What follows belongs to an exercise in optimizing a design on an open flow for small area, a short achievable clock period and few clock cycles per item; a production flow would make more cautious choices.
Only simulation tests tie the RTL to the original design; equivalence was not proved.

==> flow/design.v, too long to show whole: its modules and the start of the top module <==
// module fp32_mul: 83 lines
// module mul24: 983 lines
// module fp32_add: 76 lines
// module ladder4_core: 153 lines
module ladder4_core (
    input  wire        clk,
    input  wire        rst,         
    input  wire        in_valid,
    output wire        in_ready,
    input  wire [31:0] in_x,
    input  wire [31:0] b0,
    input  wire [31:0] b1,
    input  wire [31:0] a1,
    input  wire [31:0] rg,
    input  wire [31:0] wta,
    input  wire [31:0] wtb,
    input  wire [31:0] wtc,
    input  wire [31:0] wtd,
    input  wire [31:0] wte,
    output reg         out_valid,
    output wire [31:0] out_y
);
  // ...
==> flow/flow/run.sh <==
#!/bin/bash
set -euo pipefail
MARGIN=$(cat flow/margin.txt)
bash standard.sh SETUP_SLACK_MARGIN=$MARGIN "BUFFER_PORTS_ARGS=-buffer_cell sky130_fd_sc_hd__buf_2" finish > standard.log 2>&1
==> flow/flow/margin.txt <==
22.5
==> flow/standard.sh <==
#!/bin/bash
# synth_recipe.tcl (not shown) runs the flow's synth.tcl, then flattens the netlist and writes it again
# the make line also repeats each setting of config.mk as NAME=value (left out here)
make -C /OpenROAD-flow-scripts/flow DESIGN_CONFIG=/design/flow/config.mk WORK_HOME=/design/flow/orfs CLKGATE_MAP_FILE= SYNTH_SCRIPT=/design/flow/synth_recipe.tcl "${@:-finish}"
==> flow/config.mk <==
export PLATFORM = sky130hd
export DESIGN_NAME = ladder4_core
export DESIGN_NICKNAME = ladder4_core
export VERILOG_FILES = /design/flow/design.v
export SDC_FILE = /design/flow/constraint.sdc
export NUM_CORES = 4
export LEC_CHECK = 0
export ABC_AREA = 1
export CAP_MARGIN = 20
export CORE_MARGIN = 2
export CORE_UTILIZATION = 40
export CTS_BUF_LIST = sky130_fd_sc_hd__clkbuf_8 sky130_fd_sc_hd__clkbuf_4
export CTS_CLUSTER_SIZE = 30
export SLEW_MARGIN = 20
==> flow/constraint.sdc <==
create_clock -name core_clock -period 30.0 [get_ports {clk}]
set_input_delay 6.0000 -clock core_clock [delete_from_list [all_inputs] [get_ports {clk}]]
set_output_delay 6.0000 -clock core_clock [all_outputs]
set_load 0.01 [all_outputs]
==> summary.txt, run 1 <==
Synth Area in Adders=roughly 15%; clock skew=between 0.1 and 0.15 ns; Finished Layout Cells=8,940; DIE WIDTH=358.0 um; largest family of logic cells by synthesized area=simple AND/OR/NAND/NOR gates; r2r worst-path depth=34; FP Rows=around 130; CP Cell Sequence=buf_6; Ys Warns=3; antenna violations before repair=17; GR Util met1=46.17%; cells after synthesis=between 6,000 and 7,000; FF-to-FF End=u_mul.r_prod[46]$_DFF_P_; hold_buf cts=0; fraction of area in multi-input gates=approximately 57%; CP Max Fanout=2; sequential fraction of the synthesis area=a little over a quarter; Largest register FFs=48; Final Hold Slack=around 0.46 ns; Reg with most FFs=u_mul.r_prod; reg2reg setup slack=about 23 ns; post-synthesis compound-gate area fraction=~17%; Placeable Area=between 100,000 and 150,000 sq um; status=complete, no violations; global routing usage on met3=under 10%; total global routing track utilization=about a third; Worst setup SP type=flip-flop; area grow syn2layout=16.06%; Slew Limit Fails=0
Testbench counts, summed over its fixed seeds: cycles 57,856, items 2,048.
==> module ladder4_core, before the edit <==
module ladder4_core (
    input  wire        clk,
    input  wire        rst,         
    input  wire        in_valid,
    output wire        in_ready,
    input  wire [31:0] in_x,
    input  wire [31:0] b0,
    input  wire [31:0] b1,
    input  wire [31:0] a1,
    input  wire [31:0] rg,
    input  wire [31:0] wta,
    input  wire [31:0] wtb,
    input  wire [31:0] wtc,
    input  wire [31:0] wtd,
    input  wire [31:0] wte,
    output reg         out_valid,
    output wire [31:0] out_y
);
    localparam [31:0] K_ONE = 32'h3F800000;
    reg  [31:0] s1, o1, o2, o3, o4;
    reg  [31:0] xr, cr, p, h, acc, drv;
    reg         xf;                      
    reg  [5:0]  c;                       
    reg         v_s1, v_o1, v_o2, v_o3, v_o4;    
    reg         dr;                      
    reg         tp;                      
    reg         nx;                      
    assign in_ready = ~xf;
    assign out_y    = acc;
    wire [31:0] t2 = (|cr[30:23]) ? {cr[31], cr[30:23] + 8'd1, cr[22:0]} : {cr[31], cr[29:0], 1'b0};
    wire accept = in_valid & ~xf;
    reg  [5:0] cn;
    always @* begin
        if (c == 6'd63)       cn = xf ? 6'd32 : 6'd63;
        else if (c == 6'd37)  cn = 6'd0;
        else if (c == 6'd27)  cn = 6'd0;
        else if (dr && c == 6'd7) cn = 6'd63;
        else                  cn = c + 6'd1;
    end
    wire run_n = (cn[5] == 1'b0);
    wire dr_n  = (c == 6'd27) ? ~nx : (cn == 6'd63 ? 1'b0 : dr);
    reg m_o1, m_o2, m_o3, m_o4, m_s1, m_x, m_b4;       
    reg h_we, am_we;                                   
    reg a_one, a_h, a_o1, a_o2, a_o3, a_o4, a_acc, b_neg;    
    reg drv_we, s1_we, o1_we, o2_we, o3_we, o4_we, aa_we;    
    reg k_b1, k_b0, k_a1, k_wa, k_wb, k_wc, k_wd, k_we, k_drv, k_rg;    
    reg d_t2;                                           
    always @(posedge clk) begin
        m_o4  <= run_n & ((cn == 6'd0) | (cn == 6'd3) | (cn == 6'd24));
        m_s1  <= run_n & ((cn == 6'd1) | (cn == 6'd4) | (cn == 6'd8));
        m_o1  <= run_n & ((cn == 6'd6) | (cn == 6'd7) | (cn == 6'd10) | (cn == 6'd11));
        m_o2  <= run_n & ((cn == 6'd12) | (cn == 6'd13) | (cn == 6'd16) | (cn == 6'd17));
        m_o3  <= run_n & ((cn == 6'd18) | (cn == 6'd19) | (cn == 6'd22) | (cn == 6'd23));
        m_x   <= (cn == 6'd26) | (cn == 6'd37);
        m_b4  <= (cn == 6'd0);
        h_we  <= (cn == 6'd2) | (cn == 6'd8) | (cn == 6'd14) | (cn == 6'd20) | (cn == 6'd27) |
                 (cn == 6'd0 && c == 6'd37);
        am_we <= (cn == 6'd9);
        a_one <= (cn == 6'd1) | (cn == 6'd34);
        a_h   <= (cn == 6'd2) | (cn == 6'd6) | (cn == 6'd12) | (cn == 6'd18) | (cn == 6'd24);
        a_o1  <= (cn == 6'd8);
        a_o2  <= (cn == 6'd14);
        a_o3  <= (cn == 6'd20);
        a_o4  <= (cn == 6'd26);
        a_acc <= (cn == 6'd5) | (cn == 6'd13) | (cn == 6'd19) | (cn == 6'd25);
        b_neg <= (cn == 6'd2);
        drv_we <= (cn == 6'd2) | (cn == 6'd35);
        d_t2  <= (cn == 6'd0) | (cn == 6'd33);
        aa_we <= (cn == 6'd6) | (cn == 6'd14) | (cn == 6'd20) | (cn == 6'd26);
        k_b1  <= (cn == 6'd0) | (cn == 6'd6) | (cn == 6'd12) | (cn == 6'd18);
        k_b0  <= (cn == 6'd3) | (cn == 6'd9) | (cn == 6'd15) | (cn == 6'd21);
        k_a1  <= (cn == 6'd5) | (cn == 6'd11) | (cn == 6'd17) | (cn == 6'd23);
        k_we  <= (cn == 6'd2);
        k_wa  <= (cn == 6'd7);
        k_wb  <= (cn == 6'd10);
        k_wc  <= (cn == 6'd16);
        k_wd  <= (cn == 6'd22);
        k_drv <= (cn == 6'd25) | (cn == 6'd36);
        k_rg  <= ~((cn == 6'd0) | (cn == 6'd6) | (cn == 6'd12) | (cn == 6'd18) |
                   (cn == 6'd3) | (cn == 6'd9) | (cn == 6'd15) | (cn == 6'd21) |
                   (cn == 6'd5) | (cn == 6'd11) | (cn == 6'd17) | (cn == 6'd23) |
                   (cn == 6'd2) | (cn == 6'd7) | (cn == 6'd10) | (cn == 6'd16) |
                   (cn == 6'd22) | (cn == 6'd25) | (cn == 6'd36));
        if (rst) begin
            s1_we <= 1'b0; o1_we <= 1'b0; o2_we <= 1'b0; o3_we <= 1'b0; o4_we <= 1'b0;
        end else begin
            s1_we <= (cn == 6'd3) & ~dr_n;
            o1_we <= ((cn == 6'd7) & ~dr_n) | (cn == 6'd9);
            o2_we <= (cn == 6'd13) | (cn == 6'd15);
            o3_we <= (cn == 6'd19) | (cn == 6'd21);
            o4_we <= (cn == 6'd25) | (cn == 6'd27);
        end
    end
    wire [31:0] ma = ({32{m_o4 & v_o4}} & o4) | ({32{m_s1 & v_s1}} & s1) |
                     ({32{m_o1 & v_o1}} & o1) | ({32{m_o2 & v_o2}} & o2) |
                     ({32{m_o3 & v_o3}} & o3) | ({32{m_x}} & xr);
    wire [31:0] my;
    fp32_mul u_mul (.clk(clk), .a(ma), .b(cr), .b4(m_b4), .y(my));
    wire [31:0] aa = ({32{a_one}} & K_ONE) | ({32{a_h}} & h) | ({32{a_acc}} & acc) |
                     ({32{a_o1}} & o1) | ({32{a_o2}} & o2) | ({32{a_o3}} & o3) |
                     ({32{a_o4}} & o4);
    wire [31:0] ab = a_one ? drv : {p[31] ^ b_neg, p[30:0]};
    wire [31:0] ay;
    wire        ay_gt1;
    fp32_add u_add (.clk(clk), .a(aa), .b(ab), .y(ay), .gt1(ay_gt1));
    wire [31:0] ay_clip = ay_gt1 ? {ay[31], K_ONE[30:0]} : ay;
    wire [31:0] cr_n = ({32{k_b1}} & b1) | ({32{k_b0}} & b0) | ({32{k_a1}} & a1) |
                       ({32{k_wa}} & wta) | ({32{k_wb}} & wtb) | ({32{k_wc}} & wtc) |
                       ({32{k_wd}} & wtd) | ({32{k_we}} & wte) | ({32{k_drv}} & drv) |
                       ({32{k_rg}} & rg);
    always @(posedge clk) begin
        p  <= my;
        cr <= cr_n;
        if (h_we) h <= my;
        if (am_we)      acc <= my;
        else if (aa_we) acc <= ay;
        if (drv_we)    drv <= ay;
        else if (d_t2) drv <= t2;
        if (!xf) xr <= in_x;
        if (s1_we) s1 <= ay_clip;
        if (o1_we) o1 <= ay;
        if (o2_we) o2 <= ay;
        if (o3_we) o3 <= ay;
        if (o4_we) o4 <= ay;
    end
    always @(posedge clk) begin
        if (rst) begin
            v_s1 <= 1'b0; v_o1 <= 1'b0; v_o2 <= 1'b0; v_o3 <= 1'b0; v_o4 <= 1'b0;
            xf <= 1'b0;
            c  <= 6'd63;
            dr <= 1'b0;
            tp <= 1'b0;
            nx <= 1'b0;
            out_valid <= 1'b0;
        end else begin
            out_valid <= tp && (c == 6'd6);
            if (s1_we) v_s1 <= 1'b1;
            if (o1_we) v_o1 <= 1'b1;
            if (o2_we) v_o2 <= 1'b1;
            if (o3_we) v_o3 <= 1'b1;
            if (o4_we) v_o4 <= 1'b1;
            if (accept)
                xf <= 1'b1;
            else if ((c == 6'd26 && !dr) || c == 6'd37)
                xf <= 1'b0;
            if (c == 6'd26) nx <= xf;
            if (c == 6'd27)     tp <= 1'b1;
            else if (c == 6'd7) tp <= 1'b0;
            dr <= dr_n;
            c  <= cn;
        end
    end
endmodule
==> inputs of run 2 (changes only) <==
--- a/flow/design.v
+++ b/flow/design.v
@@ -1185,7 +1185,7 @@
     reg h_we, am_we;                                   
     reg a_one, a_h, a_o1, a_o2, a_o3, a_o4, a_acc, b_neg;    
     reg drv_we, s1_we, o1_we, o2_we, o3_we, o4_we, aa_we;    
-    reg k_b1, k_b0, k_a1, k_wa, k_wb, k_wc, k_wd, k_we, k_drv, k_rg;    
+    reg k_b1, k_b0, k_a1, k_wa, k_wb, k_wc, k_wd, k_we, k_rg;    
     reg d_t2;                                           
     always @(posedge clk) begin
         m_o4  <= run_n & ((cn == 6'd0) | (cn == 6'd3) | (cn == 6'd24));
@@ -1217,12 +1217,11 @@
         k_wb  <= (cn == 6'd10);
         k_wc  <= (cn == 6'd16);
         k_wd  <= (cn == 6'd22);
-        k_drv <= (cn == 6'd25) | (cn == 6'd36);
         k_rg  <= ~((cn == 6'd0) | (cn == 6'd6) | (cn == 6'd12) | (cn == 6'd18) |
                    (cn == 6'd3) | (cn == 6'd9) | (cn == 6'd15) | (cn == 6'd21) |
                    (cn == 6'd5) | (cn == 6'd11) | (cn == 6'd17) | (cn == 6'd23) |
                    (cn == 6'd2) | (cn == 6'd7) | (cn == 6'd10) | (cn == 6'd16) |
-                   (cn == 6'd22) | (cn == 6'd25) | (cn == 6'd36));
+                   (cn == 6'd22));
         if (rst) begin
             s1_we <= 1'b0; o1_we <= 1'b0; o2_we <= 1'b0; o3_we <= 1'b0; o4_we <= 1'b0;
         end else begin
@@ -1236,8 +1235,9 @@
     wire [31:0] ma = ({32{m_o4 & v_o4}} & o4) | ({32{m_s1 & v_s1}} & s1) |
                      ({32{m_o1 & v_o1}} & o1) | ({32{m_o2 & v_o2}} & o2) |
                      ({32{m_o3 & v_o3}} & o3) | ({32{m_x}} & xr);
+    wire [31:0] mb = m_x ? drv : cr;
     wire [31:0] my;
-    fp32_mul u_mul (.clk(clk), .a(ma), .b(cr), .b4(m_b4), .y(my));
+    fp32_mul u_mul (.clk(clk), .a(ma), .b(mb), .b4(m_b4), .y(my));
     wire [31:0] aa = ({32{a_one}} & K_ONE) | ({32{a_h}} & h) | ({32{a_acc}} & acc) |
                      ({32{a_o1}} & o1) | ({32{a_o2}} & o2) | ({32{a_o3}} & o3) |
                      ({32{a_o4}} & o4);
@@ -1248,8 +1248,7 @@
     wire [31:0] ay_clip = ay_gt1 ? {ay[31], K_ONE[30:0]} : ay;
     wire [31:0] cr_n = ({32{k_b1}} & b1) | ({32{k_b0}} & b0) | ({32{k_a1}} & a1) |
                        ({32{k_wa}} & wta) | ({32{k_wb}} & wtb) | ({32{k_wc}} & wtc) |
-                       ({32{k_wd}} & wtd) | ({32{k_we}} & wte) | ({32{k_drv}} & drv) |
-                       ({32{k_rg}} & rg);
+                       ({32{k_wd}} & wtd) | ({32{k_we}} & wte) | ({32{k_rg}} & rg);
     always @(posedge clk) begin
         p  <= my;
         cr <= cr_n;
==> flow/flow/run.sh (replaced) <==
#!/bin/bash
set -euo pipefail
MARGIN=$(cat flow/margin.txt)
bash standard.sh SETUP_SLACK_MARGIN=$MARGIN finish > standard.log 2>&1
--- a/flow/config.mk
+++ b/flow/config.mk
@@ -9,6 +9,4 @@
 export CAP_MARGIN = 20
 export CORE_MARGIN = 2
 export CORE_UTILIZATION = 40
-export CTS_BUF_LIST = sky130_fd_sc_hd__clkbuf_8 sky130_fd_sc_hd__clkbuf_4
-export CTS_CLUSTER_SIZE = 30
 export SLEW_MARGIN = 20
==> run 2 against run 1 <==
Compared with the run above: still clean on timing, DRC and antenna; core utilization increased by 2.3 points; clock-buffer cell count decreased by 56; clock skew decreased by 0.034 ns; first-iteration DRC count increased by 5.2%; register-to-register slack got worse by 0.25 ns; setup slack improved by 0.067 ns; synthesized area about the same; die area about the same; via count increased by 0.22%; cell area increased by 4.8%; critical endpoint is now u_mul.r_prod[46]$_DFF_P_; largest cell class unchanged.
==> summary.txt, run 2 <==
CTS max path bufs=3 (unchanged); DRC=0 (unchanged); FP Rows=129 (unchanged); Worst Setup End Kind=flip-flop (was primary output); Area after DPL=55,440 sq um (was 53,590 sq um); GRT overflow=0 (unchanged); crit path kind=reg2reg (was reg2out); Post-synth EDFFs=288 (unchanged); Largest register FFs=48 (unchanged); crit path setup slack, layout=22.50 ns (was 22.43 ns); CP Max Fanout=23 (was 2); Synth Net Count=7,704 (was 7,640); Hold Path Class=reg2reg (unchanged); hold_buf cts=0 (unchanged); Worst setup SP type=flip-flop (unchanged); most frequent cell after synthesis=nand2_1 (unchanged); largest net degree at the start of global routing=70 (was 93); Slew Limit Fails=0 (unchanged); minimum clock period=7.501 ns (was 7.568 ns); relative slew slack=7.900% (was 22.37%); commonest non-fill, non-tap cells in the layout=1,473 x nand2_1, 932 x inv_1, 476 x o21ai_0, 434 x nor2_1, 424 x xor2_1 (was 1,472 x nand2_1, 881 x inv_1, 459 x o21ai_0, 437 x nor2_1, 399 x xor2_1); die area=128,200 sq um (was 128,100 sq um); Synth top area share=17.25% (was 17.26%); Slowest cell on crit path=fa_1 (was edfxtp_1); fraction of layout cells with a size suffix above 1=10.71% (was 15.45%); cells after synthesis=6,922 (was 6,858); clk sinks=511 (was 512); hpwl dp=171.0 mm (was 170.7 mm); Design Area, Final=60,970 sq um (was 58,160 sq um); status=complete, no violations (unchanged); post-route clock period utilization=25.00% (was 25.23%); Total Nets Final=8,098 (was 8,001); WP data required=30.54 ns (was 24.00 ns); Most common cell on crit path=nand2_1; vias in the first global route=48,385 (was 48,614); Avg Synthesized Cell Area=7.241 sq um (was 7.307 sq um); setup_tns=0 ns (unchanged); first-pass GRT wire length=321.2 mm (was 319.6 mm); H-tree Lvls=2 (was 3); via count=52,329 (was 52,212); Ys Warns=3 (unchanged); Cell Area, Synth=50,120 sq um (was 50,110 sq um); placed cells=8,693 (was 8,631); Tightest Pin Transition=1.367 ns (was 1.156 ns); CP peak stage delay=0.52 ns (was 0.57 ns); clock skew=0.08694 ns (was 0.1211 ns); clock root cell=clkbuf_16 (was clkbuf_8); total CTS buffers=58 (was 92); sequential fraction of the synthesis area=26.16% (was 26.21%); clock latency (worst-skew pair)=0.69 ns (was 0.81 ns); flop and latch count out of synthesis=511 (was 512); Die Height=358.0 um (about the same); total global routing track utilization=33.67% (was 33.49%); Hold Fails Final Rpt=0 (unchanged); vias per cell=5.809 (was 5.840); io pins=357 (unchanged); max capacitance violation total=0 (unchanged); Fmax=133.3 MHz (was 132.1 MHz); PortBufs=356 (unchanged); Final Hold Slack=0.4729 ns (was 0.4583 ns); Reg with most FFs=u_mul.r_prod (unchanged); RSZ-0062 raised after global routing=yes (unchanged); antenna violations before repair=14 (was 17); DRT iter0 DRCs=7,005 (was 6,657); clock transition at the registers of the reported paths=0.07 ns (was 0.06 ns); Synth Flop Type=edfxtp_1 (unchanged); CP Data Arrival Time=8.05 ns (was 1.57 ns); pre-CTS setup slack=20.37 ns (was 20.40 ns); initial core utilization=40.43% (about the same); sequential cell area=13,140 sq um (was 13,150 sq um); DIE WIDTH=358.0 um (about the same); Placeable Area=124,000 sq um (unchanged); drt first pass iters=8 (was 7); final setup violation count=0 (unchanged); Multi-input gate area=33,340 sq um (was 33,300 sq um); Synth async-reset ratio=0% (unchanged); area grow syn2layout=21.64% (was 16.06%); area leader, netlist=edfxtp_1 (unchanged); total routed wirelength=225.1 mm (was 224.8 mm); Yosys cell types=67 (was 76); TritonCTS clock tree=built (unchanged); Fill cells=12,284 (was 12,569); wire length per cell=24.98 um (was 25.14 um); most common cell after layout, fill and taps aside=nand2_1 (unchanged); GP Congestion=1.019 (was 0.9943); Finished Layout Cells=9,009 (was 8,940); largest cells by area after synthesis=edfxtp_1 17%, nand2_1 11%, fa_1 9.9% (unchanged); synth cell count leaders=1,524 x nand2_1, 963 x inv_1, 556 x o21ai_0, 453 x nor2_1, 429 x xor2_1 (was 1,500 x nand2_1, 905 x inv_1, 511 x o21ai_0, 459 x nor2_1, 405 x xor2_1); antenna-violating nets left=0 (unchanged)
==> run 2: layout make-up <==
type                       instances  area share [%]
timing repair buffer             666           10.60
tap                             1637           3.359
sequential                       511           21.55
clock buffer                      73           2.522
multi-input combinational       5073           54.69
antenna                            6         0.02463
inverter                        1000           6.405
clock inverter                    37          0.7819
timing repair inverter             6         0.06362
==> run 2: worst paths after layout <==
kind,cells past startpoint,startpoint,to,slack [ns]
setup / recovery,40,m_x$_DFF_P_,u_mul.r_prod[46]$_DFF_P_,22.50
hold / removal,2,tp$_SDFFE_PP0P_,out_valid$_SDFF_PP0_,0.47
setup reg to reg,40,m_x$_DFF_P_,u_mul.r_prod[46]$_DFF_P_,22.50
hold reg to reg,2,tp$_SDFFE_PP0P_,out_valid$_SDFF_PP0_,0.47
==> run 2: critical path, delay by kind of cell (launching register included) <==
| family | cells | cell delay, ns |
|---|---|---|
| fa+ha+maj | 4 | 1.83 |
| buf+inv | 7 | 1.29 |
| flops | 1 | 0.47 |
| simple gates | 12 | 1.14 |
| xor+xnor | 2 | 0.55 |
| compound gates | 15 | 2.04 |
==> run 2: metal layers <==
metal	track usage, %	up-vias	part of all wire, %	wire [um]
li1	-	23900	-	-
met1	45.03	24736	39	88870
met2	51.64	3186	43	97400
met3	7.466	499	12	26370
met4	15.79	8	5.5	12370
met5	0	-	0.022	49
==> run 2: cell families (layout without fill, tap and decap cells) <==
group,count (synthesis),in the layout,share of synthesized area [%]
and+or+nand+nor,2639,2644,22.17
adders and majority gates,460,460,15.21
buffers and inverters,1344,1782,10.21
xor gates and xnor gates,470,470,8.228
other,1,7,0.007482
muxes,20,20,0.3994
DFF,511,511,26.16
AOI/OAI and AO/OA,1477,1478,17.62
==> run 2: repair_timing <==
| action | 4_1_cts | 5_1_grt |
|---|---|---|
| cloned | 17 | 10 |
| buffers inserted | 90 | 83 |
| gates resized for setup | 349 | 213 |
| endpoints found under the setup margin | 321 | 321 |
| pin swaps | 47 | 74 |
==> run 2: per-stage QoR <==
step | utilization, %
global placement | 44.72
floorplan | -
finish | 49.18
detailed placement | 44.73
CTS | 47.99
global route | 49.18
Testbench counts of run 2, summed over its fixed seeds: cycles 57,856, items 2,048.
==> inputs of run 3 (changes only) <==
--- a/flow/config.mk
+++ b/flow/config.mk
@@ -6,7 +6,9 @@
 export NUM_CORES = 4
 export LEC_CHECK = 0
 export ABC_AREA = 1
-export CAP_MARGIN = 20
+export CAP_MARGIN = 10
 export CORE_MARGIN = 2
 export CORE_UTILIZATION = 40
-export SLEW_MARGIN = 20
+export CTS_BUF_LIST = sky130_fd_sc_hd__clkbuf_8 sky130_fd_sc_hd__clkbuf_4
+export CTS_CLUSTER_SIZE = 30
+export SLEW_MARGIN = 10
==> run 3 against run 2 <==
Compared with the run above: maximum frequency decreased by 1.7%; clock skew grew 0.011 ns; final cell count is 1.2% higher; core utilization up 0.48 points; via count grew 1.4%; cell area grew 0.98%; synthesized area did not move; largest cell class unchanged.
==> summary.txt, run 3 <==
most frequent cell after synthesis=nand2_1 (unchanged); DRC=0 (unchanged); WP data required=30.61 ns (was 30.54 ns); Cell Area, Synth=50,120 sq um (unchanged); setup_tns=0 ns (unchanged); Tightest Pin Transition=1.269 ns (was 1.367 ns); GP Congestion=1.019 (unchanged); Fill cells=12,266 (was 12,284); Total Nets Final=8,178 (was 8,098); Avg Synthesized Cell Area=7.241 sq um (unchanged); Reg with most FFs=u_mul.r_prod (unchanged); io pins=357 (unchanged); global routing usage on met3=8.005% (was 7.466%); cells after synthesis=6,922 (unchanged); DRT iter0 DRCs=7,250 (was 7,005); busiest grt layer=met2 (unchanged); initial core utilization=40.43% (unchanged); Synth Flop Type=edfxtp_1 (unchanged); Synth Net Count=7,704 (unchanged); Placeable Area=124,000 sq um (unchanged); r2r worst-path depth=38 (was 40); DIE WIDTH=358.0 um (unchanged); CP peak stage delay=0.58 ns (was 0.52 ns); Ys Warns=3 (unchanged); drt first pass iters=8 (unchanged); minimum clock period=7.632 ns (was 7.501 ns); GRT overflow=0 (unchanged); Slowest cell on crit path=fa_1 (unchanged); vias in the first global route=48,670 (was 48,385); area grow syn2layout=22.83% (was 21.64%); Hold Path Class=reg2reg (unchanged); largest net degree at the start of global routing=70 (unchanged); Yosys cell types=67 (unchanged); max capacitance violation total=0 (unchanged); Worst setup SP type=flip-flop (unchanged); crit path kind=reg2reg (unchanged); Synth top area share=17.25% (unchanged); commonest non-fill, non-tap cells in the layout=1,467 x nand2_1, 932 x inv_1, 479 x o21ai_0, 438 x nor2_1, 424 x xor2_1 (was 1,473 x nand2_1, 932 x inv_1, 476 x o21ai_0, 434 x nor2_1, 424 x xor2_1); total CTS buffers=92 (was 58); Hold Crit Depth=2 (unchanged); Bufs and invs on worst path=11 (was 7); CP top delay family=adder cells (was compound AO/OA/AOI/OAI gates); H-tree Lvls=3 (was 2); Slew Limit Fails=0 (unchanged); final setup violation count=0 (unchanged); post-route clock period utilization=25.44% (was 25.00%); flop and latch count out of synthesis=511 (unchanged); TritonCTS clock tree=built (unchanged); Worst Setup End Kind=flip-flop (unchanged); reg2reg setup slack=22.37 ns (was 22.50 ns); area leader, netlist=edfxtp_1 (unchanged); sequential fraction of the synthesis area=26.16% (unchanged); Finished Layout Cells=9,117 (was 9,009); Synth async-reset ratio=0% (unchanged); CP Data Arrival Time=8.25 ns (was 8.05 ns); largest cells by area after synthesis=edfxtp_1 17%, nand2_1 11%, fa_1 9.9% (unchanged); relative slew slack=14.49% (was 7.900%); CTS max path bufs=3 (unchanged); antenna violations before repair=17 (was 14); hpwl dp=171.0 mm (unchanged); Most common cell on crit path=inv_2 (was nand2_1); Hold Fails Final Rpt=0 (unchanged); antenna-violating nets left=0 (unchanged); most common cell after layout, fill and taps aside=nand2_1 (unchanged); PortBufs=356 (unchanged); status=complete, no violations (unchanged); via count=53,075 (was 52,329); GR Util met1=44.72% (was 45.03%); Fmax=131.0 MHz (was 133.3 MHz); synth cell count leaders=1,524 x nand2_1, 963 x inv_1, 556 x o21ai_0, 453 x nor2_1, 429 x xor2_1 (unchanged); FP Rows=129 (unchanged); Levels on crit path=38 (was 40); CP Max Fanout=5 (was 23); M2 GR Usage=51.47% (was 51.64%); clk sinks=511 (unchanged); vias per cell=5.822 (was 5.809); placed cells=8,693 (unchanged); Die Height=358.0 um (unchanged); Post-synth EDFFs=288 (unchanged); Largest register FFs=48 (unchanged); fraction of layout cells with a size suffix above 1=12.65% (was 10.71%); clock latency (worst-skew pair)=0.77 ns (was 0.69 ns); total global routing track utilization=33.69% (was 33.67%); clock transition at the registers of the reported paths=0.07 ns (about the same); die area=128,200 sq um (unchanged); clock skew=0.09769 ns (was 0.08694 ns); total routed wirelength=227.5 mm (was 225.1 mm); RSZ-0062 raised after global routing=yes (unchanged); wire length per cell=24.95 um (was 24.98 um); clock root cell=clkbuf_8 (was clkbuf_16); first-pass GRT wire length=321.0 mm (was 321.2 mm)
[run 3: layer usage]
layer | vias to the layer above | share of wire [%] | wire (um)
met5 | - | 0.025 | 57
met4 | 10 | 5.7 | 13030
met3 | 573 | 12 | 27220
met2 | 3421 | 43 | 97750
met1 | 25004 | 39 | 89440
li1 | 24067 | - | -
[run 3: kinds of logic (layout without fill, tap and decap cells)]
kind of cell               after synthesis  count (layout)  share of synthesized area (%)
and+or+nand+nor                       2639            2643                          22.17
AOI/OAI and AO/OA                     1477            1478                          17.62
buffers and inverters                 1344            1887                          10.21
DFF                                    511             511                          26.16
xor gates and xnor gates               470             470                          8.228
adders and majority gates              460             460                          15.21
muxes                                   20              20                         0.3994
other                                    1              11                       0.007482
[run 3: worst reg2reg max path: cells and delay by family, from the launching register on]
family                   cells  cell delay, ns
AND/OR/NAND/NOR             13            1.55
XOR/XNOR                     2            0.41
AO/OA/AOI/OAI                5            0.95
flip-flops                   1            0.32
adder cells (fa/ha/maj)      7            3.17
buffers and inverters       11            1.09
[run 3: layout make-up]
type / instances / area, sq um / area share (%)
antenna: 10 / 25.02 / 0.04065
clock buffer: 134 / 1657 / 2.691
clock inverter: 34 / 404.1 / 0.6564
inverter: 1000 / 3909 / 6.349
multi-input combinational: 5072 / 33490 / 54.40
sequential: 511 / 13140 / 21.34
tap: 1637 / 2048 / 3.327
timing repair buffer: 712 / 6845 / 11.12
timing repair inverter: 7 / 47.55 / 0.07723
[run 3: worst paths after layout]
path,from,end
max,v_o2$_SDFFE_PP0P_,u_mul.r_prod[47]$_DFF_P_
min,tp$_SDFFE_PP0P_,out_valid$_SDFF_PP0_
max reg2reg,v_o2$_SDFFE_PP0P_,u_mul.r_prod[47]$_DFF_P_
min reg2reg,tp$_SDFFE_PP0P_,out_valid$_SDFF_PP0_
[run 3: repair_timing]
| item | in CTS | in global routing |
|---|---|---|
| hold buffers | 0 | 0 |
| buffers inserted | 89 | 126 |
| pin swaps | 44 | 92 |
| gates resized for setup | 373 | 297 |
| setup endpoints to repair | 321 | 324 |
| gates cloned | 16 | 14 |
[run 3: metrics by stage]
step | worst slack (ns) | util, % | hold slack (ns) | instance area [sq um]
final | 22.37 | 49.67 | 0.4721 | 61570
after global routing | 21.98 | 49.66 | 0.5163 | 61560
after CTS | 22.38 | 47.82 | 0.4732 | 59280
after detailed placement | 20.37 | 44.73 | 0.4545 | 55440
after global placement | 20.43 | 44.72 | 0.4477 | 55430
after floorplan | 22.54 | - | 0.4084 | 50150
==> inputs of run 4 (changes only) <==
--- a/flow/design.v
+++ b/flow/design.v
@@ -1185,7 +1185,7 @@
     reg h_we, am_we;                                   
     reg a_one, a_h, a_o1, a_o2, a_o3, a_o4, a_acc, b_neg;    
     reg drv_we, s1_we, o1_we, o2_we, o3_we, o4_we, aa_we;    
-    reg k_b1, k_b0, k_a1, k_wa, k_wb, k_wc, k_wd, k_we, k_rg;    
+    reg k_b1, k_b0, k_a1, k_wa, k_wb, k_wc, k_wd, k_we, k_drv, k_rg;    
     reg d_t2;                                           
     always @(posedge clk) begin
         m_o4  <= run_n & ((cn == 6'd0) | (cn == 6'd3) | (cn == 6'd24));
@@ -1217,11 +1217,12 @@
         k_wb  <= (cn == 6'd10);
         k_wc  <= (cn == 6'd16);
         k_wd  <= (cn == 6'd22);
+        k_drv <= (cn == 6'd25) | (cn == 6'd36);
         k_rg  <= ~((cn == 6'd0) | (cn == 6'd6) | (cn == 6'd12) | (cn == 6'd18) |
                    (cn == 6'd3) | (cn == 6'd9) | (cn == 6'd15) | (cn == 6'd21) |
                    (cn == 6'd5) | (cn == 6'd11) | (cn == 6'd17) | (cn == 6'd23) |
                    (cn == 6'd2) | (cn == 6'd7) | (cn == 6'd10) | (cn == 6'd16) |
-                   (cn == 6'd22));
+                   (cn == 6'd22) | (cn == 6'd25) | (cn == 6'd36));
         if (rst) begin
             s1_we <= 1'b0; o1_we <= 1'b0; o2_we <= 1'b0; o3_we <= 1'b0; o4_we <= 1'b0;
         end else begin
@@ -1235,9 +1236,8 @@
     wire [31:0] ma = ({32{m_o4 & v_o4}} & o4) | ({32{m_s1 & v_s1}} & s1) |
                      ({32{m_o1 & v_o1}} & o1) | ({32{m_o2 & v_o2}} & o2) |
                      ({32{m_o3 & v_o3}} & o3) | ({32{m_x}} & xr);
-    wire [31:0] mb = m_x ? drv : cr;
     wire [31:0] my;
-    fp32_mul u_mul (.clk(clk), .a(ma), .b(mb), .b4(m_b4), .y(my));
+    fp32_mul u_mul (.clk(clk), .a(ma), .b(cr), .b4(m_b4), .y(my));
     wire [31:0] aa = ({32{a_one}} & K_ONE) | ({32{a_h}} & h) | ({32{a_acc}} & acc) |
                      ({32{a_o1}} & o1) | ({32{a_o2}} & o2) | ({32{a_o3}} & o3) |
                      ({32{a_o4}} & o4);
@@ -1248,7 +1248,8 @@
     wire [31:0] ay_clip = ay_gt1 ? {ay[31], K_ONE[30:0]} : ay;
     wire [31:0] cr_n = ({32{k_b1}} & b1) | ({32{k_b0}} & b0) | ({32{k_a1}} & a1) |
                        ({32{k_wa}} & wta) | ({32{k_wb}} & wtb) | ({32{k_wc}} & wtc) |
-                       ({32{k_wd}} & wtd) | ({32{k_we}} & wte) | ({32{k_rg}} & rg);
+                       ({32{k_wd}} & wtd) | ({32{k_we}} & wte) | ({32{k_drv}} & drv) |
+                       ({32{k_rg}} & rg);
     always @(posedge clk) begin
         p  <= my;
         cr <= cr_n;
==> flow/flow/run.sh (replaced) <==
#!/bin/bash
set -euo pipefail
MARGIN=$(cat flow/margin.txt)
bash standard.sh SETUP_SLACK_MARGIN=$MARGIN "BUFFER_PORTS_ARGS=-buffer_cell sky130_fd_sc_hd__buf_1" finish > standard.log 2>&1
==> flow/config.mk (replaced) <==
export PLATFORM = sky130hd
export DESIGN_NAME = ladder4_core
export DESIGN_NICKNAME = ladder4_core
export VERILOG_FILES = /design/flow/design.v
export SDC_FILE = /design/flow/constraint.sdc
export NUM_CORES = 4
export LEC_CHECK = 0
export ABC_AREA = 1
export CAP_MARGIN = 20
export CORE_MARGIN = 2
export CORE_UTILIZATION = 45
export CTS_BUF_LIST = sky130_fd_sc_hd__clkbuf_16 sky130_fd_sc_hd__clkbuf_8
export CTS_CLUSTER_SIZE = 50
export SLEW_MARGIN = 20
==> run 4 against run 3 <==
Compared with the run above: register-to-register slack improved by 0.24 ns; clock-buffer cell count decreased by 70; maximum frequency increased by 1.8%; core utilization increased by 2.6 points; cell area decreased by 6.2%; critical path depth decreased by 32; largest cell class unchanged; synthesized cell count decreased by 0.92%; critical endpoint is now cr[17]$_DFF_P_; still clean; flip-flop and latch count increased by 1; non-clock buffer count decreased by 94; global-route usage increased by 3.7 points; via count decreased by 1.0%.
==> summary.txt, run 4 <==
Fill cells=10,973 (was 12,266); DRC=0 (unchanged); antenna violations before repair=23 (was 17); status=complete, no violations (unchanged); Synth async-reset ratio=0% (unchanged); Slowest cell on crit path=a221oi_1 (was fa_1); via count=52,518 (was 53,075); Synth Net Count=7,640 (was 7,704); largest cells by area after synthesis=edfxtp_1 17%, nand2_1 11%, fa_1 9.9% (unchanged); Area after DPL=52,850 sq um (was 55,440 sq um); pre-CTS setup slack=20.40 ns (was 20.37 ns); final setup violation count=0 (unchanged); placed cells=8,465 (was 8,693); Cell Area, Synth=50,110 sq um (was 50,120 sq um); Total Nets Final=7,988 (was 8,178); Synth top area share=17.26% (was 17.25%); post-route clock period utilization=25.00% (was 25.44%); Die Height=337.7 um (was 358.0 um); most common cell after layout, fill and taps aside=nand2_1 (unchanged); Avg Synthesized Cell Area=7.307 sq um (was 7.241 sq um); DRT iter0 DRCs=7,200 (was 7,250); relative slew slack=18.15% (was 14.49%); total routed wirelength=222.5 mm (was 227.5 mm); WP data required=30.56 ns (was 30.61 ns); CTS max path bufs=3 (unchanged); Yosys cell types=76 (was 67); total CTS buffers=57 (was 92); initial core utilization=45.35% (was 40.43%); Reg with most FFs=u_mul.r_prod (unchanged); area grow syn2layout=15.26% (was 22.83%); Worst setup SP type=input port (was flip-flop); CP Max Fanout=1 (was 5); clk sinks=512 (was 511); Hold Path Class=reg2reg (unchanged); vias per cell=6.000 (was 5.822); CP Data Arrival Time=8.05 ns (was 8.25 ns); first-pass GRT wire length=316.5 mm (was 321.0 mm); RSZ-0062 raised after global routing=yes (unchanged); commonest non-fill, non-tap cells in the layout=1,472 x nand2_1, 886 x inv_1, 467 x o21ai_0, 434 x nor2_1, 401 x xor2_1 (was 1,467 x nand2_1, 932 x inv_1, 479 x o21ai_0, 438 x nor2_1, 424 x xor2_1); area leader, netlist=edfxtp_1 (unchanged); Slew Limit Fails=0 (unchanged); flop and latch count out of synthesis=512 (was 511); clock root cell=clkbuf_16 (was clkbuf_8); Fmax=133.4 MHz (was 131.0 MHz); fraction of layout cells with a size suffix above 1=10.32% (was 12.65%); Placeable Area=110,500 sq um (was 124,000 sq um); GRT overflow=0 (unchanged); cells after synthesis=6,858 (was 6,922); Tightest Pin Transition=1.228 ns (was 1.269 ns); clock skew=0.08021 ns (was 0.09769 ns); most frequent cell after synthesis=nand2_1 (unchanged); minimum clock period=7.499 ns (was 7.632 ns); Synth Flop Type=edfxtp_1 (unchanged); Post-synth EDFFs=288 (unchanged); Design Area, Final=57,760 sq um (was 61,570 sq um); reg2reg setup slack=22.61 ns (was 22.37 ns); largest net degree at the start of global routing=69 (was 70); sequential fraction of the synthesis area=26.21% (was 26.16%); total global routing track utilization=37.43% (was 33.69%); max capacitance violation total=0 (unchanged); Hold Fails Final Rpt=0 (unchanged); TritonCTS clock tree=built (unchanged); Worst Setup End Kind=flip-flop (unchanged); hpwl dp=166.3 mm (was 171.0 mm); PortBufs=356 (unchanged); die area=114,100 sq um (was 128,200 sq um); crit path kind=in2reg (was reg2reg); io pins=357 (unchanged); FP Rows=122 (was 129); CP Cell Sequence=buf_1 -> nand2_1 -> nand4_1 -> a221oi_1 -> nand3_1 -> a221o_1; vias in the first global route=48,561 (was 48,670); antenna-violating nets left=0 (unchanged); clock latency (worst-skew pair)=0.67 ns (was 0.77 ns); setup_tns=0 ns (unchanged); H-tree Lvls=2 (was 3); hold_buf cts=0 (unchanged); synth cell count leaders=1,500 x nand2_1, 905 x inv_1, 511 x o21ai_0, 459 x nor2_1, 405 x xor2_1 (was 1,524 x nand2_1, 963 x inv_1, 556 x o21ai_0, 453 x nor2_1, 429 x xor2_1); DIE WIDTH=337.7 um (was 358.0 um); Finished Layout Cells=8,753 (was 9,117); CP peak stage delay=0.92 ns (was 0.58 ns); Ys Warns=3 (unchanged); clock transition at the registers of the reported paths=0.07 ns (about the same); wire length per cell=25.42 um (was 24.95 um); Largest register FFs=48 (unchanged); crit path setup slack, layout=22.50 ns (was 22.37 ns); GP Congestion=1.008 (was 1.019); drt first pass iters=6 (was 8)
run 4: path summary, 6_finish.rpt:
| path | depth (start not counted) | end | from |
|---|---|---|---|
| max | 6 | cr[17]$_DFF_P_ | b0[17] |
| min | 2 | p[31]$_DFF_P_ | u_mul.r_sy$_DFF_P_ |
| max reg2reg | 29 | u_mul.r_prod[46]$_DFF_P_ | v_s1$_SDFFE_PP0P_ |
| min reg2reg | 2 | p[31]$_DFF_P_ | u_mul.r_sy$_DFF_P_ |
run 4: area by class of cell:
cell class / instances / area (sq um) / area share [%]
Inverter: 937 / 3618 / 6.264
Multi-Input combinational cell: 5068 / 33360 / 57.75
Clock inverter: 44 / 407.9 / 0.7061
Tap cell: 1488 / 1862 / 3.223
Clock buffer: 64 / 1534 / 2.656
Timing Repair inverter: 12 / 73.82 / 0.1278
Timing Repair Buffer: 618 / 3722 / 6.444
Sequential cell: 512 / 13160 / 22.78
Antenna cell: 10 / 25.02 / 0.04332
run 4: repair_timing:
item | 4_1_cts | 5_1_grt
gates cloned | 16 | 11
endpoints found under the setup margin | 289 | 325
pin swaps | 34 | 69
buffers inserted | 64 | 79
gates resized for setup | 149 | 252
run 4: cell families after synthesis:
| kind of cell | after synthesis | synth area share, % |
|---|---|---|
| adder cells (fa/ha/maj) | 460 | 15.21 |
| XOR/XNOR | 451 | 7.882 |
| other | 1 | 0.007483 |
| flip-flops | 512 | 26.21 |
| AO/OA/AOI/OAI | 1393 | 16.82 |
| buffers and inverters | 1283 | 9.879 |
| AND/OR/NAND/NOR | 2719 | 23.22 |
| multiplexers | 39 | 0.7790 |
run 4: stage by stage:
stage | hold WS (ns) | utilization (%)
after global routing | 0.4697 | 52.25
after floorplan | 0.4084 | -
final | 0.4468 | 52.27
after global placement | 0.4425 | 47.82
after detailed placement | 0.4432 | 47.82
after CTS | 0.4464 | 50.72
run 4: per-layer routing:
| metal | track usage, % | routed length [um] | vias to the layer above |
|---|---|---|---|
| met3 | 8.891 | 27590 | 589 |
| met1 | 50.39 | 87450 | 24853 |
| met2 | 56.81 | 95270 | 3410 |
| met5 | 0 | 117 | - |
| li1 | - | - | 23658 |
| met4 | 17.07 | 12110 | 8 |
run 4: worst max-delay path, delay by kind of cell:
| kind | cells | cell delay, ns |
|---|---|---|
| AO/OA/AOI/OAI | 2 | 1.24 |
| buffers and inverters | 1 | 0.09 |
| AND/OR/NAND/NOR | 3 | 0.71 |
Testbench counts of run 4, summed over its fixed seeds: cycles 57,856, items 2,048.
==> inputs of run 5 (changes only) <==
--- a/flow/design.v
+++ b/flow/design.v
@@ -1162,13 +1162,15 @@
     reg  [31:0] s1, o1, o2, o3, o4;
     reg  [31:0] xr, cr, p, h, acc, drv;
     reg         xf;                      
+    reg         rdy;                     
+    reg  [31:0] yo;                      
     reg  [5:0]  c;                       
     reg         v_s1, v_o1, v_o2, v_o3, v_o4;    
     reg         dr;                      
     reg         tp;                      
     reg         nx;                      
-    assign in_ready = ~xf;
-    assign out_y    = acc;
+    assign in_ready = rdy;
+    assign out_y    = yo;
     wire [31:0] t2 = (|cr[30:23]) ? {cr[31], cr[30:23] + 8'd1, cr[22:0]} : {cr[31], cr[29:0], 1'b0};
     wire accept = in_valid & ~xf;
     reg  [5:0] cn;
@@ -1252,6 +1254,7 @@
                        ({32{k_rg}} & rg);
     always @(posedge clk) begin
         p  <= my;
+        yo <= ay;
         cr <= cr_n;
         if (h_we) h <= my;
         if (am_we)      acc <= my;
@@ -1269,6 +1272,7 @@
         if (rst) begin
             v_s1 <= 1'b0; v_o1 <= 1'b0; v_o2 <= 1'b0; v_o3 <= 1'b0; v_o4 <= 1'b0;
             xf <= 1'b0;
+            rdy <= 1'b1;
             c  <= 6'd63;
             dr <= 1'b0;
             tp <= 1'b0;
@@ -1281,10 +1285,13 @@
             if (o2_we) v_o2 <= 1'b1;
             if (o3_we) v_o3 <= 1'b1;
             if (o4_we) v_o4 <= 1'b1;
-            if (accept)
-                xf <= 1'b1;
-            else if ((c == 6'd26 && !dr) || c == 6'd37)
-                xf <= 1'b0;
+            if (accept) begin
+                xf  <= 1'b1;
+                rdy <= 1'b0;
+            end else if ((c == 6'd26 && !dr) || c == 6'd37) begin
+                xf  <= 1'b0;
+                rdy <= 1'b1;
+            end
             if (c == 6'd26) nx <= xf;
             if (c == 6'd27)     tp <= 1'b1;
             else if (c == 6'd7) tp <= 1'b0;
==> run 5 against run 4 <==
Compared with the run above: global-route usage rose by 1.4 points; via count rose by 0.50%; setup slack improved by 0.049 ns; critical endpoint is now u_mul.r_prod[46]$_DFF_P_; clock-buffer cell count rose by 8; clock skew rose by 0.0012 ns; synthesized area rose by 1.4%; critical path depth rose by 28; register-to-register slack got worse by 0.06 ns; flip-flop and latch count rose by 33; final cell count barely moved; still clean; highest routed layer is now met4; maximum frequency rose by 0.66%.
==> summary.txt, run 5 <==
Hold Path Class=reg2reg (unchanged); drt first pass iters=9 (was 6); most common cell after layout, fill and taps aside=nand2_1 (unchanged); WL met3=25.85 mm (was 27.59 mm); CP Data Arrival Time=7.95 ns (was 8.05 ns); PortBufs=356 (unchanged); antenna violations before repair=10 (was 23); largest cells by area after synthesis=edfxtp_1 17%, nand2_1 11%, dfxtp_1 10% (was edfxtp_1 17%, nand2_1 11%, fa_1 9.9%); Ys Warns=3 (unchanged); Post-Synth XOR/XNOR Area=7.514% (was 7.882%); post-route clock period utilization=24.83% (was 25.00%); Synth top area share=17.02% (was 17.26%); Tightest Pin Transition=1.108 ns (was 1.228 ns); crit path kind=reg2reg (was in2reg); DRC=0 (unchanged); H-tree Lvls=2 (unchanged); Worst setup SP type=flip-flop (was input port); minimum clock period=7.450 ns (was 7.499 ns); wire length per cell=26.89 um (was 25.42 um); hpwl dp=180.0 mm (was 166.3 mm); synth cell count leaders=1,480 x nand2_1, 876 x inv_1, 495 x o21ai_0, 486 x nor2_1, 394 x xor2_1 (was 1,500 x nand2_1, 905 x inv_1, 511 x o21ai_0, 459 x nor2_1, 405 x xor2_1); vias per cell=6.029 (was 6.000); relative slew slack=25.59% (was 18.15%); Max Used Layer=met4 (was met5); clock transition at the registers of the reported paths=0.06 ns (was 0.07 ns); die area=115,600 sq um (was 114,100 sq um); Largest register FFs=48 (unchanged); Most common cell on crit path=fa_2; flop and latch count out of synthesis=545 (was 512); CP peak stage delay=0.57 ns (was 0.92 ns); Slowest cell on crit path=fa_2 (was a221oi_1); area grow syn2layout=14.77% (was 15.26%); Fmax=134.2 MHz (was 133.4 MHz); clk sinks=545 (was 512); GRT overflow=0 (unchanged); clock latency (worst-skew pair)=0.71 ns (was 0.67 ns); FP Rows=123 (was 122); GP Congestion=1.025 (was 1.008); total global routing track utilization=38.83% (was 37.43%); total routed wirelength=235.4 mm (was 222.5 mm); DRT iter0 DRCs=7,059 (was 7,200); fraction of layout cells with a size suffix above 1=10.15% (was 10.32%); antenna-violating nets left=0 (unchanged); Total Nets Final=7,974 (was 7,988); Reg with most FFs=u_mul.r_prod (unchanged); Avg Synthesized Cell Area=7.393 sq um (was 7.307 sq um); setup_tns=0 ns (unchanged); Slew Limit Fails=0 (unchanged); status=complete, no violations (unchanged); Routed met2 length=100.4 mm (was 95.27 mm); CTS max path bufs=3 (unchanged); WP data required=30.51 ns (was 30.56 ns); CP Max Fanout=7 (was 1); clock skew=0.08142 ns (was 0.08021 ns); max capacitance violation total=0 (unchanged); largest net degree at the start of global routing=91 (was 69); vias in the first global route=49,046 (was 48,561); Synth Flop Type=edfxtp_1 (unchanged); Met1 Routed Length=90.15 mm (was 87.45 mm); TritonCTS clock tree=built (unchanged); total CTS buffers=60 (was 57); sequential fraction of the synthesis area=27.15% (was 26.21%); crit path setup slack, layout=22.55 ns (was 22.50 ns); cells after synthesis=6,872 (was 6,858); commonest non-fill, non-tap cells in the layout=1,445 x nand2_1, 857 x inv_1, 458 x nor2_1, 458 x o21ai_0, 390 x xor2_1 (was 1,472 x nand2_1, 886 x inv_1, 467 x o21ai_0, 434 x nor2_1, 401 x xor2_1); Worst Setup End Kind=flip-flop (unchanged); Cell Area, Synth=50,800 sq um (was 50,110 sq um); DIE WIDTH=340 um (was 337.7 um); Synth Area in Simple Gates=22.79% (was 23.22%); clock root cell=clkbuf_16 (unchanged); Post-synth EDFFs=288 (unchanged); Yosys cell types=76 (unchanged); post-synthesis compound-gate area fraction=17.21% (was 16.82%); Synth async-reset ratio=0% (unchanged); final setup violation count=0 (unchanged); area leader, netlist=edfxtp_1 (unchanged); via count=52,780 (was 52,518); Synth Net Count=7,654 (was 7,640); pre-CTS setup slack=21.07 ns (was 20.40 ns); post-synthesis mux area share=0.7339% (was 0.7790%); first-pass GRT wire length=333.2 mm (was 316.5 mm); largest family of logic cells by synthesized area=simple AND/OR/NAND/NOR gates (unchanged); RSZ-0062 raised after global routing=yes (unchanged); initial core utilization=45.28% (was 45.35%); io pins=357 (unchanged); Placeable Area=112,200 sq um (was 110,500 sq um); Die Height=340 um (was 337.7 um); Synth Area in Adders=15.00% (was 15.21%); Hold Fails Final Rpt=0 (unchanged); most frequent cell after synthesis=nand2_1 (unchanged)
run 5: changes by cell type after synthesis, sizes merged, moves of 9 or more:
| cell | before | now |
|---|---|---|
| a21oi | 262 | 271 |
| dfxtp | 224 | 257 |
| inv | 923 | 892 |
| nand2 | 1522 | 1496 |
| nand3 | 407 | 396 |
| nand4 | 108 | 99 |
| nor2 | 475 | 503 |
| xor2 | 405 | 395 |
run 5: metal layers:
| layer | track usage, % | up-vias |
|---|---|---|
| met2 | 58.92 | 3279 |
| met1 | 50.88 | 25149 |
| met4 | 23.76 | 0 |
| met3 | 7.881 | 643 |
| li1 | - | 23709 |
| met5 | 0 | - |
run 5: area by class of cell:
type                    instances  area, sq um
diodes                         10        25.02
clock buffers                  72         1667
clock inverters                42        326.6
fillers                     11174        53880
inverters                     910         3521
multi-input cells            5075        33510
flip-flops and latches        545        13800
well taps                    1500         1877
repair buffers                592         3535
repair inverters                8        50.05
run 5: what timing repair did:
item | CTS | global route
gates cloned | 10 | 11
hold buffers | 0 | 0
pin swaps | 14 | 80
setup buffers | 30 | 76
resized for setup | 146 | 264
setup endpoints to repair | 322 | 363
run 5: worst paths after layout:
check / cells after the start / slack (ns) / to / from
worst max-delay path: 34 / 22.55 / u_mul.r_prod[46]$_DFF_P_ / v_o4$_SDFFE_PP0P_
worst min-delay path: 2 / 0.44 / p[31]$_DFF_P_ / u_mul.r_sy$_DFF_P_
worst max register to register: 34 / 22.55 / u_mul.r_prod[46]$_DFF_P_ / v_o4$_SDFFE_PP0P_
worst min register to register: 2 / 0.44 / p[31]$_DFF_P_ / u_mul.r_sy$_DFF_P_
run 5: critical path, delay by kind of cell (launching register included):
kind,cells,cell delay [ns]
flip-flops,1,0.34
AND/OR/NAND/NOR,8,1.23
buffers and inverters,10,1.14
XOR/XNOR,2,0.31
adder cells (fa/ha/maj),7,3.16
AO/OA/AOI/OAI,7,1.06
run 5: logic make-up after synthesis:
kind of cell | Yosys count
AO/OA/AOI/OAI | 1435
flip-flops | 545
AND/OR/NAND/NOR | 2702
buffers and inverters | 1257
multiplexers | 37
XOR/XNOR | 435
other | 1
adder cells (fa/ha/maj) | 460
run 5: metrics by stage:
stage | area, sq um | hold slack, ns | instances | utilization (%)
2_1_floorplan | 50810 | 0.4084 | 6872 | -
3_3_place_gp | 53570 | 0.4230 | 8503 | 47.75
3_5_place_dp | 53580 | 0.4213 | 8503 | 47.75
4_1_cts | 56530 | 0.4345 | 8657 | 50.39
5_1_grt | 58300 | 0.4517 | 8749 | 51.96
6_report | 58310 | 0.4377 | 8754 | 51.97
Testbench counts of run 5, summed over its fixed seeds: cycles 57,856, items 2,048.
==> inputs of run 6 (changes only) <==
--- a/flow/config.mk
+++ b/flow/config.mk
@@ -8,7 +8,7 @@
 export ABC_AREA = 1
 export CAP_MARGIN = 20
 export CORE_MARGIN = 2
-export CORE_UTILIZATION = 45
-export CTS_BUF_LIST = sky130_fd_sc_hd__clkbuf_16 sky130_fd_sc_hd__clkbuf_8
-export CTS_CLUSTER_SIZE = 50
+export CORE_UTILIZATION = 40
+export CTS_BUF_LIST = sky130_fd_sc_hd__clkbuf_8 sky130_fd_sc_hd__clkbuf_4
+export CTS_CLUSTER_SIZE = 30
 export SLEW_MARGIN = 20
==> run 6 against run 5 <==
Compared with the run above: cell area rose by 0.57%; critical path type is now in2reg; die area rose by 12%; core utilization fell by 5.4 points; final cell count rose by 2.7%; synthesized cell count did not move.
==> summary.txt, run 6 <==
hpwl dp=173.2 mm (was 180.0 mm); vias in the first global route=49,455 (was 49,046); Slowest cell on crit path=a221oi_1 (was fa_2); DIE WIDTH=360.4 um (was 340 um); Cell Area, Synth=50,800 sq um (unchanged); GRT overflow=0 (unchanged); Worst Setup End Kind=flip-flop (unchanged); RSZ-0062 raised after global routing=no (was yes); H-tree Lvls=3 (was 2); Avg Synthesized Cell Area=7.393 sq um (unchanged); pre-CTS setup slack=20.51 ns (was 21.07 ns); GR Util met1=42.32% (was 50.88%); vias per cell=5.856 (was 6.029); cells after synthesis=6,872 (unchanged); largest cells by area after synthesis=edfxtp_1 17%, nand2_1 11%, dfxtp_1 10% (unchanged); status=complete, no violations (unchanged); via count=52,652 (was 52,780); flop and latch count out of synthesis=545 (unchanged); M2 GR Usage=52.43% (was 58.92%); Slew Limit Fails=0 (unchanged); Tightest Pin Transition=1.184 ns (was 1.108 ns); DRC=0 (unchanged); busiest grt layer=met2 (unchanged); Largest register FFs=48 (unchanged); Design Area, Final=58,640 sq um (was 58,310 sq um); CP Data Arrival Time=8.29 ns (was 7.95 ns); Hold Fails Final Rpt=0 (unchanged); global routing usage on met3=8.265% (was 7.881%); Fill cells=12,817 (was 11,174); post-route clock period utilization=25.29% (was 24.83%); clock latency (worst-skew pair)=0.84 ns (was 0.71 ns); Final Hold Slack=0.4884 ns (was 0.4377 ns); Hold Path Class=reg2reg (unchanged); clk sinks=545 (unchanged); post-layout util=46.58% (was 51.97%); drt first pass iters=6 (was 9); total routed wirelength=227.6 mm (was 235.4 mm); io pins=357 (unchanged); Synth async-reset ratio=0% (unchanged); Area after DPL=53,750 sq um (was 53,580 sq um); fraction of layout cells with a size suffix above 1=10.77% (was 10.15%); Reg with most FFs=u_mul.r_prod (unchanged); Placeable Area=125,900 sq um (was 112,200 sq um); CP top delay family=compound AO/OA/AOI/OAI gates (was adder cells); hold_buf cts=0 (unchanged); max capacitance violation total=0 (unchanged); die area=129,900 sq um (was 115,600 sq um); Ys Warns=3 (unchanged); Synth top area share=17.02% (unchanged); Bufs and invs on worst path=1 (was 10); Total Nets Final=8,026 (was 7,974); setup_tns=0 ns (unchanged); initial core utilization=40.35% (was 45.28%); CTS max path bufs=3 (unchanged); clock root cell=clkbuf_8 (was clkbuf_16); Fmax=131.8 MHz (was 134.2 MHz); Post-synth EDFFs=288 (unchanged); CP peak stage delay=0.99 ns (was 0.57 ns); minimum clock period=7.588 ns (was 7.450 ns); Synth Flop Type=edfxtp_1 (unchanged); Yosys cell types=76 (unchanged); Die Height=360.4 um (was 340 um); total CTS buffers=98 (was 60); TritonCTS clock tree=built (unchanged); clock transition at the registers of the reported paths=0.07 ns (was 0.06 ns); most common cell after layout, fill and taps aside=nand2_1 (unchanged); GP Congestion=1.038 (was 1.025); antenna-violating nets left=0 (unchanged); relative slew slack=20.46% (was 25.59%); area leader, netlist=edfxtp_1 (unchanged); CP Max Fanout=1 (was 7); total global routing track utilization=33.56% (was 38.83%); first-pass GRT wire length=326.6 mm (was 333.2 mm); crit path kind=in2reg (was reg2reg); clock skew=0.09830 ns (was 0.08142 ns); antenna violations before repair=23 (was 10); largest net degree at the start of global routing=89 (was 91); commonest non-fill, non-tap cells in the layout=1,444 x nand2_1, 847 x inv_1, 462 x nor2_1, 456 x o21ai_0, 388 x xor2_1 (was 1,445 x nand2_1, 857 x inv_1, 458 x nor2_1, 458 x o21ai_0, 390 x xor2_1); FP Rows=130 (was 123); CP Cell Sequence=buf_1 -> nand2_1 -> nand4_1 -> a221oi_1 -> nand3_1 -> a221o_1; DRT iter0 DRCs=6,596 (was 7,059); Synth Net Count=7,654 (unchanged); final setup violation count=0 (unchanged); sequential fraction of the synthesis area=27.15% (unchanged); area grow syn2layout=15.43% (was 14.77%); synth cell count leaders=1,480 x nand2_1, 876 x inv_1, 495 x o21ai_0, 486 x nor2_1, 394 x xor2_1 (unchanged); most frequent cell after synthesis=nand2_1 (unchanged); Worst setup SP type=input port (was flip-flop); WP data required=30.70 ns (was 30.51 ns); PortBufs=356 (unchanged); wire length per cell=25.32 um (was 26.89 um); crit path setup slack, layout=22.41 ns (was 22.55 ns)
==> run 6: cell counts after synthesis <==
No cell type changed its count.
==> run 6: timing repair <==
action                     4_1_cts  5_1_grt
hold endpoints to repair         0        0
setup endpoints to repair      326      362
pin swaps                       19       54
setup buffers                   60       57
gates resized for setup        151      221
gates cloned                    12       10
==> run 6: layout make-up <==
class                      instances  area, sq um  area share (%)
clock buffer                     148         1856           3.164
inverter                         910         3546           6.047
tap                             1650         2064           3.520
sequential                       545        13800           23.54
timing repair buffer             602         3471           5.919
antenna                           13        32.53         0.05547
timing repair inverter            14        88.84          0.1515
clock inverter                    36        488.0          0.8321
multi-input combinational       5073        33290           56.77
==> run 6: cells by family (layout without fill, tap and decap cells) <==
kind of cell,after synthesis,count (layout),share of synthesized area [%]
compound gates,1435,1435,17.21
mux,37,37,0.7339
fa+ha+maj,460,460,15.00
xor+xnor,435,435,7.514
other cells,1,14,0.007381
buf+inv,1257,1710,9.600
simple gates,2702,2705,22.79
flops,545,545,27.15
==> run 6: path summary, 6_finish.rpt <==
kind	start	end	slack [ns]	cells after the start
worst max-delay path	wta[3]	cr[3]$_DFF_P_	22.41	6
worst min-delay path	tp$_SDFFE_PP0P_	tp$_SDFFE_PP0P_	0.49	2
worst max register to register	m_s1$_DFF_P_	u_mul.r_prod[35]$_DFF_P_	22.63	29
worst min register to register	tp$_SDFFE_PP0P_	tp$_SDFFE_PP0P_	0.49	2
==> run 6: per-layer routing <==
layer	wire, um	part of all wire, %
met5	121	0.053
met4	14820	6.5
met3	25440	11
met2	100400	44
met1	86810	38
==> run 6: worst register-to-register path, delay by kind of cell, from the launching register on <==
family / cells / cell delay (ns)
buffers and inverters: 8 / 1.15
adders and majority gates: 6 / 2.70
xor gates and xnor gates: 1 / 0.41
and+or+nand+nor: 7 / 1.22
DFF: 1 / 0.34
AOI/OAI and AO/OA: 7 / 1.34
==> run 6: through the flow <==
step / std cells
floorplan: 6872
global placement: 8654
detailed placement: 8654
CTS: 8910
global route: 8989
finish: 8991

afterwards: timing with drivers on the ports:
The flow's constraints put no driver on any port. The routed layouts listed below were extracted and timed again, unchanged, in two steps.
Step 1 assumes that a clkbuf_16 drives the clock port and a buf_2 every other input.
Step 2 also shifts input and output timing later by t, the mid clock arrival at the registers, as if the neighbouring blocks saw the same clock.
a / b / c = no drivers / after step 1 / after step 2; a / b = the first two.
run	t, ns	setup slack, ns	worst register clock-pin slew, ns	cell pins on the clock port's net
run 1	0.823	22.432 / 22.356 / 21.956	0.09 / 0.09	1
run 2	0.730	22.499 / 22.429 / 21.806	0.07 / 0.07	1
run 3	0.794	22.368 / 22.368 / 21.778	0.07 / 0.07	1
run 4	0.706	22.501 / 22.504 / 21.848	0.07 / 0.07	1
run 5	0.740	22.550 / 22.546 / 21.883	0.08 / 0.08	1
run 6	0.872	22.412 / 22.452 / 21.594	0.08 / 0.08	1
After both steps every run listed still meets setup and hold. The setup slack of run 6, which loses most, moves by +0.040 ns with the drivers and by -0.818 ns with both steps.
